From an optimization exercise on the open Yosys and OpenROAD flow, aimed at small area; shortcuts taken in it are not production practice. Where RTL was checked, it was by simulation tests only, not by an equivalence proof against the original. Power is estimated from default activity; no workload was simulated.

==> inputs of zinc <==
==> flow/design.v <==
module dshot_mixer (
    input  wire        clk,
    input  wire [1:0]  m,
    input  wire [2:0]  ms,
    input  wire [15:0] stk_t,
    input  wire [15:0] stk_p,
    input  wire [15:0] stk_r,
    input  wire [15:0] stk_y,
    input  wire        en,          
    output wire [10:0] thr_out      
);
    reg  [16:0] x;
    wire load = (ms == 3'd0);
    wire half = ~ms[0];             
    wire ax_r = (ms == 3'd3) | (ms == 3'd4);
    wire ax_y = ms[2] & (ms[1] ^ ms[0]);    
    wire [15:0] s = ax_y ? stk_y : ax_r ? stk_r : stk_p;
    wire [13:0] u = s[15:2];
    wire        ult = ~|u[13:9] & (~u[8] | ~|u[7:0]);
    wire        c = (s[1] | s[0]) & ult;
    wire gpos  = ax_y ? (m[0] ^ m[1]) : ax_r ? m[0] : m[1];
    wire use_k = gpos ^ ~half;      
    wire sub   = half;
    wire [16:0] b  = (use_k ? 17'd257 : {3'd0, u}) ^ {17{sub}};
    wire        ci = use_k ? sub : (c ^ sub);
    wire [17:0] cy;
    wire [16:0] sm;
    assign cy[0] = ci;
    genvar i;
    generate
        for (i = 0; i < 17; i = i + 1) begin : g_add
            assign sm[i]   = x[i] ^ b[i] ^ cy[i];
            assign cy[i+1] = (x[i] & b[i]) | (cy[i] & (x[i] ^ b[i]));
        end
    endgenerate
    wire neg = sub & ~cy[17];
    always @(posedge clk) begin
        if (load)
            x <= {1'b0, stk_t};
        else if (neg)
            x <= 17'd0;
        else
            x <= sm;
    end
    wire hi = |x[16:11];
    wire lo = ~hi & ~|x[10:8] & ~(&x[7:3] & (x[2] | x[1]));
    assign thr_out = {11{en}} & ({11{hi}} | (lo ? 11'd250 : x[10:0]));
endmodule
module dshot_channels (
    input  wire        clk,
    input  wire        rst,
    input  wire [1:0]  ph,
    input  wire        tick,
    input  wire        win,
    input  wire        load,      
    input  wire [11:0] p_in,
    input  wire        blank,
    output reg  [3:0]  busy,
    output reg  [3:0]  pin
);
    reg [11:0] p0, p1, p2, p3;
    reg [7:0]  q0, q1, q2, q3;
    reg        b0, b1, b2, b3;
    reg [3:0]  pin_nx, busy_nx;
    wire [7:0] qn  = load ? {8{~win}} : win ? q3 + 8'd1 : q3;
    wire [11:0] pn = load ? p_in : p3;
    wire       bn_ = load ? blank : b3;
    wire       rn  = load | (busy[ph] & ~(win & q3[7] & ~q3[6] & (&q3[2:0])));
    wire [4:0] bi = qn[7:3];
    wire [2:0] e  = qn[2:0];
    wire n2 = pn[4'd11 - bi[1:0]];
    wire n1 = pn[4'd7  - bi[1:0]];
    wire n0 = pn[4'd3  - bi[1:0]];
    wire fbit = (bi[3:2] == 2'd3) ? (n2 ^ n1 ^ n0) :
                (bi[3:2] == 2'd0) ? n2 : (bi[3:2] == 2'd1) ? n1 : n0;
    wire pinn = rn & ~bn_ & ~bi[4] &
                ((~e[2] & ~(e[1] & e[0])) | (fbit & ~(e[2] & e[1])));
    always @(posedge clk) begin
        p0 <= pn;  p1 <= p0; p2 <= p1; p3 <= p2;
        q0 <= qn;  q1 <= q0; q2 <= q1; q3 <= q2;
        b0 <= bn_; b1 <= b0; b2 <= b1; b3 <= b2;
    end
    integer j;
    always @(posedge clk) begin
        for (j = 0; j < 4; j = j + 1) begin
            if (rst) begin
                pin_nx[j]  <= 1'b0;
                busy_nx[j] <= 1'b0;
            end else if (win && ph == j) begin
                pin_nx[j]  <= pinn;
                busy_nx[j] <= rn;
            end
        end
    end
    always @(posedge clk) begin
        for (j = 0; j < 4; j = j + 1) begin
            if (rst) begin
                pin[j]  <= 1'b0;
                busy[j] <= 1'b0;
            end else if (load && ph == j) begin
                busy[j] <= 1'b1;
            end else if (tick) begin
                pin[j]  <= pin_nx[j];
                busy[j] <= busy_nx[j];
            end
        end
    end
endmodule
module dshot_core (
    input  wire        clk,
    input  wire        rst,           
    input  wire        cmd_valid,
    input  wire [31:0] cmd_word,
    output wire        cmd_ready,
    output reg         rsp_valid,
    output reg  [2:0]  rsp_code,
    input  wire [15:0] stk_t,
    input  wire [15:0] stk_p,
    input  wire [15:0] stk_r,
    input  wire [15:0] stk_y,
    input  wire        armed,
    output wire [3:0]  pwm,
    output wire [3:0]  busy,
    output reg  [3:0]  rej,
    output reg         inited
);
    localparam [2:0] R_OK      = 3'd0;
    localparam [2:0] R_BUSY    = 3'd1;
    localparam [2:0] R_NOINIT  = 3'd2;
    localparam [2:0] R_BADCMD  = 3'd3;
    localparam [2:0] R_BADOP   = 3'd4;
    localparam [2:0] R_REINIT  = 3'd5;
    localparam [3:0] OP_INIT   = 4'h1;
    localparam [3:0] OP_ENCT   = 4'h2;
    localparam [3:0] OP_ENCC   = 4'h3;
    localparam [3:0] OP_DUTY   = 4'h4;
    localparam [3:0] OP_TX     = 4'h5;
    localparam [3:0] OP_WAIT   = 4'h6;
    localparam [3:0] OP_MIX    = 4'h7;
    localparam [3:0] OP_SETTHR = 4'h8;
    localparam [3:0] OP_UPD1   = 4'h9;
    localparam [3:0] OP_CMD1   = 4'hA;
    localparam [3:0] OP_DELAY  = 4'hB;
    reg [1:0]  var_q;
    reg [6:0]  pre;            
    reg [1:0]  ph;             
    reg [10:0] r0, r1, r2, r3; 
    reg [11:0] fr;             
    reg [11:0] db;             
    reg        dbv;            
    reg        pend;           
    reg        pmix;           
    reg        pwait;          
    reg [1:0]  wch;
    reg [4:0]  st;             
    wire tick = (pre == 7'd0);
    wire win  = (pre != 7'd0) & (pre <= 7'd4);    
    wire near = (pre <= 7'd16);      
    wire [31:0] w    = cmd_word;
    wire [3:0]  op   = w[31:28];
    wire [1:0]  idx  = w[1:0];
    wire is_tx_op = (op == OP_TX) || (op == OP_UPD1) || (op == OP_CMD1);
    wire ring_ok  = is_tx_op         ? (ph == idx) :
                    (op == OP_SETTHR) ? (ph == w[17:16]) : 1'b1;
    assign cmd_ready = ~pend & ~tick & ring_ok;
    wire take = cmd_valid & cmd_ready;
    reg legal;
    always @(*) begin
        case (op)
            OP_INIT, OP_TX, OP_WAIT, OP_UPD1: legal = (w[27:2] == 26'd0);
            OP_ENCT, OP_ENCC:                 legal = (w[27:12] == 16'd0);
            OP_DUTY, OP_MIX:                  legal = (w[27:0] == 28'd0);
            OP_SETTHR:                        legal = (w[27:18] == 10'd0);
            OP_CMD1:                          legal = (w[27:14] == 14'd0) && (w[7:2] == 6'd0);
            OP_DELAY:                         legal = (w[27:16] == 12'd0);
            default:                          legal = 1'b0;
        endcase
    end
    wire [5:0] k_cmd = w[13:8];
    wire cmd_ok = (k_cmd <= 6'd5) || (k_cmd == 6'd12) || (k_cmd >= 6'd20 && k_cmd <= 6'd33);
    wire badcmd   = ((op == OP_ENCC) && (w[11:1] > 11'd47)) ||
                    ((op == OP_CMD1) && !cmd_ok);
    wire ch_busy  = busy[idx];
    reg [2:0] result;
    always @(*) begin
        if (!legal)                          result = R_BADOP;
        else if (op != OP_INIT && !inited)   result = R_NOINIT;
        else if (op == OP_INIT && inited)    result = R_REINIT;
        else if (badcmd)                     result = R_BADCMD;
        else if (is_tx_op && ch_busy)        result = R_BUSY;
        else                                 result = R_OK;
    end
    wire exec    = take && (result == R_OK);
    wire do_init = exec && (op == OP_INIT);
    wire do_tx   = exec && is_tx_op;
    wire do_mix  = exec && (op == OP_MIX);
    wire do_set  = exec && (op == OP_SETTHR);
    wire do_enc  = exec && (op == OP_ENCT || op == OP_ENCC);
    wire do_duty = exec && (op == OP_DUTY);
    reg [6:0] pre_top;
    always @(*) begin
        case (var_q)
            2'd0:    pre_top = 7'd79;
            2'd1:    pre_top = 7'd39;
            2'd2:    pre_top = 7'd19;
            default: pre_top = 7'd9;
        endcase
    end
    always @(posedge clk) begin
        if (rst)
            pre <= 7'd0;
        else if (tick)
            pre <= pre_top;
        else
            pre <= pre - 7'd1;
    end
    always @(posedge clk) begin
        if (rst)
            var_q <= 2'd0;
        else if (do_init)
            var_q <= idx;
    end
    always @(posedge clk) begin
        if (rst)
            ph <= 2'd0;
        else
            ph <= ph + 2'd1;
    end
    wire        mix_on = pend & pmix;
    wire [10:0] mix_thr;
    dshot_mixer u_mixer (
        .clk(clk), .m(st[4:3]), .ms(st[2:0]),
        .stk_t(stk_t), .stk_p(stk_p), .stk_r(stk_r), .stk_y(stk_y),
        .en(armed & ~pwait),
        .thr_out(mix_thr));
    wire mix_stall = (st[2:0] == 3'd0) & (ph != st[4:3] + 2'd1);
    wire mix_wr    = mix_on & (st[2:0] == 3'd7);
    wire mix_end   = mix_wr & (st[4:3] == 2'd3);
    always @(posedge clk) begin
        if (take)
            st <= 5'd0;
        else if (!mix_stall)
            st <= st + 5'd1;
    end
    wire [10:0] set_val = (|w[15:11]) ? 11'd2047 : w[10:0];
    always @(posedge clk) begin
        r0 <= mix_wr ? mix_thr : do_set ? set_val : r3;
        r1 <= r0;
        r2 <= r1;
        r3 <= r2;
    end
    always @(posedge clk) begin
        if (do_init | do_enc)
            fr <= {w[11:2], w[1:0] & {2{op[1]}}};     
    end
    always @(posedge clk) begin
        if (do_duty)
            db <= fr;
    end
    always @(posedge clk) begin
        if (do_init | do_duty)
            dbv <= ~op[0];                            
    end
    wire [11:0] tx_p = ~op[3] ? db : ~op[1] ? {r3, 1'b0} : {5'd0, k_cmd, 1'b1};
    wire tx_blank = ~op[3] & ~dbv;
    always @(posedge clk) begin
        if (rst) begin
            inited <= 1'b0;
            rej    <= 4'd0;
        end else begin
            if (do_init) begin
                inited <= 1'b1;
                rej    <= 4'd0;
            end else if (take && result == R_BUSY)
                rej[idx] <= 1'b1;
        end
    end
    always @(posedge clk) begin
        if (take)
            rsp_code <= result;
    end
    always @(posedge clk) begin
        if (take) begin
            pmix  <= do_mix | do_init;
            pwait <= exec && (op == OP_WAIT || op == OP_INIT);
            wch   <= idx;
        end
    end
    wire rsp_now = pmix ? mix_end : (near & ~(pwait & busy[wch]));
    always @(posedge clk) begin
        if (rst) begin
            pend      <= 1'b0;
            rsp_valid <= 1'b0;
        end else begin
            rsp_valid <= pend & rsp_now;
            if (take)
                pend <= 1'b1;
            else if (rsp_now)
                pend <= 1'b0;
        end
    end
    dshot_channels u_ch (
        .clk   (clk),
        .rst   (rst),
        .ph    (ph),
        .tick  (tick),
        .win   (win),
        .load  (do_tx),
        .p_in  (tx_p),
        .blank (tx_blank),
        .busy  (busy),
        .pin   (pwm)
    );
endmodule
==> flow/flow/run.sh <==
#!/bin/bash
# The standard layout (standard.sh) with three changes:
#  - synthesis maps the logic with an area-oriented ABC script
#    (flow/abc_area.script, used in place of ORFS's abc_speed.script; the
#    flip-flops are mapped before ABC runs, as in the standard synthesis);
#  - the port buffers are buf_1 cells;
#  - the clock tree is built from clkbuf_4 cells, without dummy loads.
# Each tool's output stays in the ORFS logs under orfs/logs; make's own
# output goes to standard.log.
set -euo pipefail
rm -rf scripts_mod
cp -r "$FLOW_HOME/scripts" scripts_mod
cp flow/abc_area.script scripts_mod/abc_speed.script
export SCRIPTS_DIR="$PWD/scripts_mod"
export BUFFER_PORTS_ARGS="-buffer_cell sky130_fd_sc_hd__buf_1"
export CTS_ARGS="-sink_clustering_enable -repair_clock_nets -sink_clustering_size 8 -sink_clustering_max_diameter 40 -buf_list sky130_fd_sc_hd__clkbuf_4 -dont_use_dummy_load"
bash standard.sh > standard.log 2>&1
==> flow/flow/abc_area.script <==
strash
dc2
dch
amap
strash
dc2
dch
amap
strash
dch
amap
topo
==> flow/standard.sh <==
#!/bin/bash
# synth_recipe.tcl (not shown) runs the flow's synth.tcl, then flattens the netlist and writes it again
# the make line also repeats each setting of config.mk as NAME=value (left out here)
make -C /OpenROAD-flow-scripts/flow DESIGN_CONFIG=/design/flow/config.mk WORK_HOME=/design/flow/orfs CLKGATE_MAP_FILE= SYNTH_SCRIPT=/design/flow/synth_recipe.tcl "${@:-finish}"
==> flow/config.mk <==
export PLATFORM = sky130hd
export DESIGN_NAME = dshot_core
export DESIGN_NICKNAME = dshot_core
export VERILOG_FILES = /design/flow/design.v
export SDC_FILE = /design/flow/constraint.sdc
export NUM_CORES = 4
export LEC_CHECK = 0
export CAP_MARGIN = 20
export CORE_MARGIN = 2
export CORE_UTILIZATION = 75
export SLEW_MARGIN = 20
==> flow/constraint.sdc <==
create_clock -name core_clock -period 12.0 [get_ports {clk}]
set_input_delay 2.4000 -clock core_clock [delete_from_list [all_inputs] [get_ports {clk}]]
set_output_delay 2.4000 -clock core_clock [all_outputs]
set_load 0.01 [all_outputs]
==> delta: changes against zinc <==
==> flow/design.v, changed modules only <==
module dshot_channel (
    input  wire        clk,
    input  wire        rst,
    input  wire        clr,       
    input  wire        tick,
    input  wire        hold,      
    input  wire        load,      
    input  wire [11:0] p_in,
    input  wire        blank,
    output reg         busy,
    output wire        pin
);
    reg [11:0] p;
    reg [7:0]  pos;
    reg        bl;
    wire [4:0] bn  = pos[7:3];
    wire [2:0] e   = pos[2:0];
    wire       adv = tick & ~hold;
    always @(posedge clk) begin
        if (rst | clr)
            busy <= 1'b0;
        else if (load)
            busy <= 1'b1;
        else if (adv & bn[4] & (&e))
            busy <= 1'b0;
    end
    always @(posedge clk) begin
        if (load) begin
            p  <= p_in;
            bl <= blank;
        end
    end
    always @(posedge clk) begin
        if (load)
            pos <= 8'd0;
        else if (adv)
            pos <= pos + 8'd1;
    end
    wire n2 = p[4'd11 - bn[1:0]];
    wire n1 = p[4'd7  - bn[1:0]];
    wire n0 = p[4'd3  - bn[1:0]];
    wire fbit = (bn[3:2] == 2'd3) ? (n2 ^ n1 ^ n0) :
                (bn[3:2] == 2'd0) ? n2 : (bn[3:2] == 2'd1) ? n1 : n0;
    assign pin = busy & ~hold & ~bl & ~bn[4] &
                 ((~e[2] & ~(e[1] & e[0])) | (fbit & ~(e[2] & e[1])));
endmodule
module dshot_core (
    input  wire        clk,
    input  wire        rst,           
    input  wire        cmd_valid,
    input  wire [31:0] cmd_word,
    output wire        cmd_ready,
    output reg         rsp_valid,
    output reg  [2:0]  rsp_code,
    input  wire [15:0] stk_t,
    input  wire [15:0] stk_p,
    input  wire [15:0] stk_r,
    input  wire [15:0] stk_y,
    input  wire        armed,
    output wire [3:0]  pwm,
    output wire [3:0]  busy,
    output reg  [3:0]  rej,
    output reg         inited
);
    localparam [2:0] R_OK      = 3'd0;
    localparam [2:0] R_BUSY    = 3'd1;
    localparam [2:0] R_NOINIT  = 3'd2;
    localparam [2:0] R_BADCMD  = 3'd3;
    localparam [2:0] R_BADOP   = 3'd4;
    localparam [2:0] R_REINIT  = 3'd5;
    localparam [3:0] OP_INIT   = 4'h1;
    localparam [3:0] OP_ENCT   = 4'h2;
    localparam [3:0] OP_ENCC   = 4'h3;
    localparam [3:0] OP_DUTY   = 4'h4;
    localparam [3:0] OP_TX     = 4'h5;
    localparam [3:0] OP_WAIT   = 4'h6;
    localparam [3:0] OP_MIX    = 4'h7;
    localparam [3:0] OP_SETTHR = 4'h8;
    localparam [3:0] OP_UPD1   = 4'h9;
    localparam [3:0] OP_CMD1   = 4'hA;
    localparam [3:0] OP_DELAY  = 4'hB;
    reg [1:0]  var_q;
    reg [6:0]  pre;            
    reg [1:0]  ph;             
    reg [10:0] r0, r1, r2, r3; 
    reg [11:0] fr;             
    reg [11:0] db;             
    reg        dbv;            
    reg        pend;           
    reg        pmix;           
    reg        pzero;          
    reg        pwait;          
    reg        ptx;            
    reg [1:0]  wch;
    reg [4:0]  st;             
    wire tick = (pre == 7'd0);
    wire near = (pre <= 7'd16);      
    wire [31:0] w    = cmd_word;
    wire [3:0]  op   = w[31:28];
    wire [1:0]  idx  = w[1:0];
    wire ring_ok = (op == OP_UPD1)   ? (ph == idx) :
                   (op == OP_SETTHR) ? (ph == w[17:16]) : 1'b1;
    assign cmd_ready = ~pend & ~ptx & ~tick & ring_ok;
    wire take = cmd_valid & cmd_ready;
    reg legal;
    always @(*) begin
        case (op)
            OP_INIT, OP_TX, OP_WAIT, OP_UPD1: legal = (w[27:2] == 26'd0);
            OP_ENCT, OP_ENCC:                 legal = (w[27:12] == 16'd0);
            OP_DUTY, OP_MIX:                  legal = (w[27:0] == 28'd0);
            OP_SETTHR:                        legal = (w[27:18] == 10'd0);
            OP_CMD1:                          legal = (w[27:14] == 14'd0) && (w[7:2] == 6'd0);
            OP_DELAY:                         legal = (w[27:16] == 12'd0);
            default:                          legal = 1'b0;
        endcase
    end
    wire [5:0] k_cmd = w[13:8];
    wire cmd_ok = (k_cmd <= 6'd5) || (k_cmd == 6'd12) || (k_cmd >= 6'd20 && k_cmd <= 6'd33);
    wire is_tx_op = (op == OP_TX) || (op == OP_UPD1) || (op == OP_CMD1);
    wire badcmd   = ((op == OP_ENCC) && (w[11:1] > 11'd47)) ||
                    ((op == OP_CMD1) && !cmd_ok);
    wire ch_busy  = busy[idx];
    reg [2:0] result;
    always @(*) begin
        if (!legal)                          result = R_BADOP;
        else if (op != OP_INIT && !inited)   result = R_NOINIT;
        else if (op == OP_INIT && inited)    result = R_REINIT;
        else if (badcmd)                     result = R_BADCMD;
        else if (is_tx_op && ch_busy)        result = R_BUSY;
        else                                 result = R_OK;
    end
    wire exec    = take && (result == R_OK);
    wire do_init = exec && (op == OP_INIT);
    wire do_tx   = exec && is_tx_op;
    wire do_mix  = exec && (op == OP_MIX);
    wire do_set  = exec && (op == OP_SETTHR);
    wire do_enc  = exec && (op == OP_ENCT || op == OP_ENCC);
    wire do_duty = exec && (op == OP_DUTY);
    reg [6:0] pre_top;
    always @(*) begin
        case (var_q)
            2'd0:    pre_top = 7'd79;
            2'd1:    pre_top = 7'd39;
            2'd2:    pre_top = 7'd19;
            default: pre_top = 7'd9;
        endcase
    end
    always @(posedge clk) begin
        if (rst)
            pre <= 7'd0;
        else if (tick)
            pre <= pre_top;
        else
            pre <= pre - 7'd1;
    end
    always @(posedge clk) begin
        if (rst)
            var_q <= 2'd0;
        else if (do_init)
            var_q <= idx;
    end
    always @(posedge clk) begin
        if (rst)
            ph <= 2'd0;
        else
            ph <= ph + 2'd1;
    end
    wire        mix_on = pend & pmix;
    wire [10:0] mix_thr;
    dshot_mixer u_mixer (
        .clk(clk), .m(st[4:3]), .ms(st[2:0]),
        .stk_t(stk_t), .stk_p(stk_p), .stk_r(stk_r), .stk_y(stk_y),
        .en(armed & ~pzero),
        .thr_out(mix_thr));
    wire mix_stall = (st[2:0] == 3'd0) & (ph != st[4:3] + 2'd1);
    wire mix_wr    = mix_on & (st[2:0] == 3'd7);
    wire mix_end   = mix_wr & (st[4:3] == 2'd3);
    always @(posedge clk) begin
        if (take)
            st <= 5'd0;
        else if (!mix_stall)
            st <= st + 5'd1;
    end
    wire [10:0] set_val = (|w[15:11]) ? 11'd2047 : w[10:0];
    always @(posedge clk) begin
        r0 <= mix_wr ? mix_thr : do_set ? set_val : r3;
        r1 <= r0;
        r2 <= r1;
        r3 <= r2;
    end
    always @(posedge clk) begin
        if (do_init | do_enc)
            fr <= {w[11:2], w[1:0] & {2{op[1]}}};     
    end
    always @(posedge clk) begin
        if (do_duty)
            db <= fr;
    end
    always @(posedge clk) begin
        if (do_init | do_duty)
            dbv <= ~op[0];                            
    end
    reg [11:0] tx_p;
    always @(*) begin
        case (op)
            OP_TX:   tx_p = db;
            OP_UPD1: tx_p = {r3, 1'b0};
            default: tx_p = {5'd0, k_cmd, 1'b1};
        endcase
    end
    wire tx_blank = (op == OP_TX) & ~dbv;
    always @(posedge clk) begin
        if (rst) begin
            inited <= 1'b0;
            rej    <= 4'd0;
        end else begin
            if (do_init) begin
                inited <= 1'b1;
                rej    <= 4'd0;
            end else if (take && result == R_BUSY)
                rej[idx] <= 1'b1;
        end
    end
    always @(posedge clk) begin
        if (take)
            rsp_code <= result;
    end
    always @(posedge clk) begin
        if (take) begin
            pmix  <= do_mix | do_init;
            pzero <= ~op[1];                          
            pwait <= (op == OP_WAIT);
            wch   <= idx;
        end
    end
    wire rsp_now = pmix ? mix_end : (near & ~(pwait & busy[wch]));
    always @(posedge clk) begin
        if (rst) begin
            pend      <= 1'b0;
            ptx       <= 1'b0;
            rsp_valid <= 1'b0;
        end else begin
            rsp_valid <= pend & rsp_now;
            if (take)
                pend <= 1'b1;
            else if (rsp_now)
                pend <= 1'b0;
            if (do_tx)
                ptx <= 1'b1;
            else if (tick)
                ptx <= 1'b0;
        end
    end
    genvar gc;
    generate
        for (gc = 0; gc < 4; gc = gc + 1) begin : g_ch
            dshot_channel u_ch (
                .clk   (clk),
                .rst   (rst),
                .clr   (do_init),
                .tick  (tick),
                .hold  (ptx && (wch == gc)),
                .load  (do_tx && (idx == gc)),
                .p_in  (tx_p),
                .blank (tx_blank),
                .busy  (busy[gc]),
                .pin   (pwm[gc])
            );
        end
    endgenerate
endmodule
// module dshot_channels removed
==> flow/run.sh (new file) <==
#!/bin/bash
# synth_recipe.tcl (not shown) runs the flow's synth.tcl, then flattens the netlist and writes it again
# the make line also repeats each setting of config.mk as NAME=value (left out here)
make -C /OpenROAD-flow-scripts/flow DESIGN_CONFIG=/design/flow/config.mk WORK_HOME=/design/flow/orfs CLKGATE_MAP_FILE= SYNTH_SCRIPT=/design/flow/synth_recipe.tcl finish
- CORE_UTILIZATION: 75 -> 70
removed: flow/flow/run.sh
removed: flow/flow/abc_area.script
removed: flow/standard.sh
==> summary of the runs <==
- Of zinc and delta, delta has the higher synthesized area (gap 22%, measured against delta).
- Synthesized cell count: delta is higher than zinc (about 24%).
- Die area: delta is larger than zinc (about 35%).
- Between zinc and delta, the lower final area is in zinc (gap about 26%, measured against delta).
- Combinational power: delta is higher than zinc (32%).
- In zinc the first-iteration DRC count is lower than in delta, by about 22%.
- Between delta and zinc, the lower register-to-register slack is in delta (gap 0.30 ns).
- In delta the count of clock-buffer cells in the layout is higher than in zinc, by 3.
- Between zinc and delta, the lower non-clock buffer count is in delta (gap 2).
- Between zinc and delta, the lower final cell count is in zinc (gap 14%, measured against delta).
- Utilization: delta is higher than zinc (0.079 points).
==> figures <==
                                                    delta           zinc
Die extent in y                                    122.9 um       105.6 um
Hold EP                                       r2[3]$_DFF_P_  r3[5]$_DFF_P_
Worst reg-to-reg setup slack                        0.96 ns        1.26 ns
Register cell area after layout                0.004975 mm2   0.004644 mm2
Fin crit share                                       0.9271         0.9014
Met3 Resource Use GR                                0.05304        0.06122
Fraction of area in multi-input gates                0.3867         0.3308
Buf+Inv Stages, Crit Path                                 5              7
Layout cells sized above 1                          0.08203        0.04134
Avg WL per Cell                                    21.57 um       18.44 um
Status                     no timing/DRC/antenna violations  no timing/DRC/antenna violations
Netlist cell types                                       77             36
Least-Margin Pin Slew                              1.004 ns       1.030 ns
Combined area of the multi-input logic cells   0.004538 mm2   0.002856 mm2
Met3 WL post-DR                                    2.054 mm       1.559 mm
Sequential Power Share                                0.383          0.459
Grt met1 use                                         0.4191         0.4338
Arrival time worst endpoint                        11.51 ns       11.28 ns
Comb power                                       0.000998 W     0.000755 W
Relative slew margins                                0.3285         0.3107
Levels on crit path                                      31             32
Flip-flop and latch count                               206            216
Starting utilization of the core area                0.7157         0.7608
The RTL of delta was laid out without a check of its function.

-- afterwards: timing with drivers on the ports --
How much do the figures lean on ideal ports? The routed layouts below were timed once more, with nothing changed but the port constraints.
Step 1 (the two cells are an assumption about what drives the block):
set clk [get_ports {clk}]
set_driving_cell -lib_cell sky130_fd_sc_hd__clkbuf_16 $clk
set_driving_cell -lib_cell sky130_fd_sc_hd__buf_2 [delete_from_list [all_inputs] $clk]
Step 2 adds t to the input delays and takes it off the output delays; t is the mean of the earliest and latest rising clock arrival at the registers after step 1. Input paths then give back, and output paths get back, about the clock's delay inside the block.
a / b / c = ideal ports / drivers / drivers and shift; a / b = the first two.
run	t, ns	setup WS [ns]	worst setup path after step 2	cell pins on the clock port's net
zinc	0.640	1.183 / 1.199 / 0.559	input to register	1
delta	0.532	0.875 / 0.881 / 0.349	input to register	1
After both steps every run listed still meets setup and hold. For zinc, which loses most, drivers alone change the setup slack by +0.016 ns; drivers and shift together by -0.624 ns.
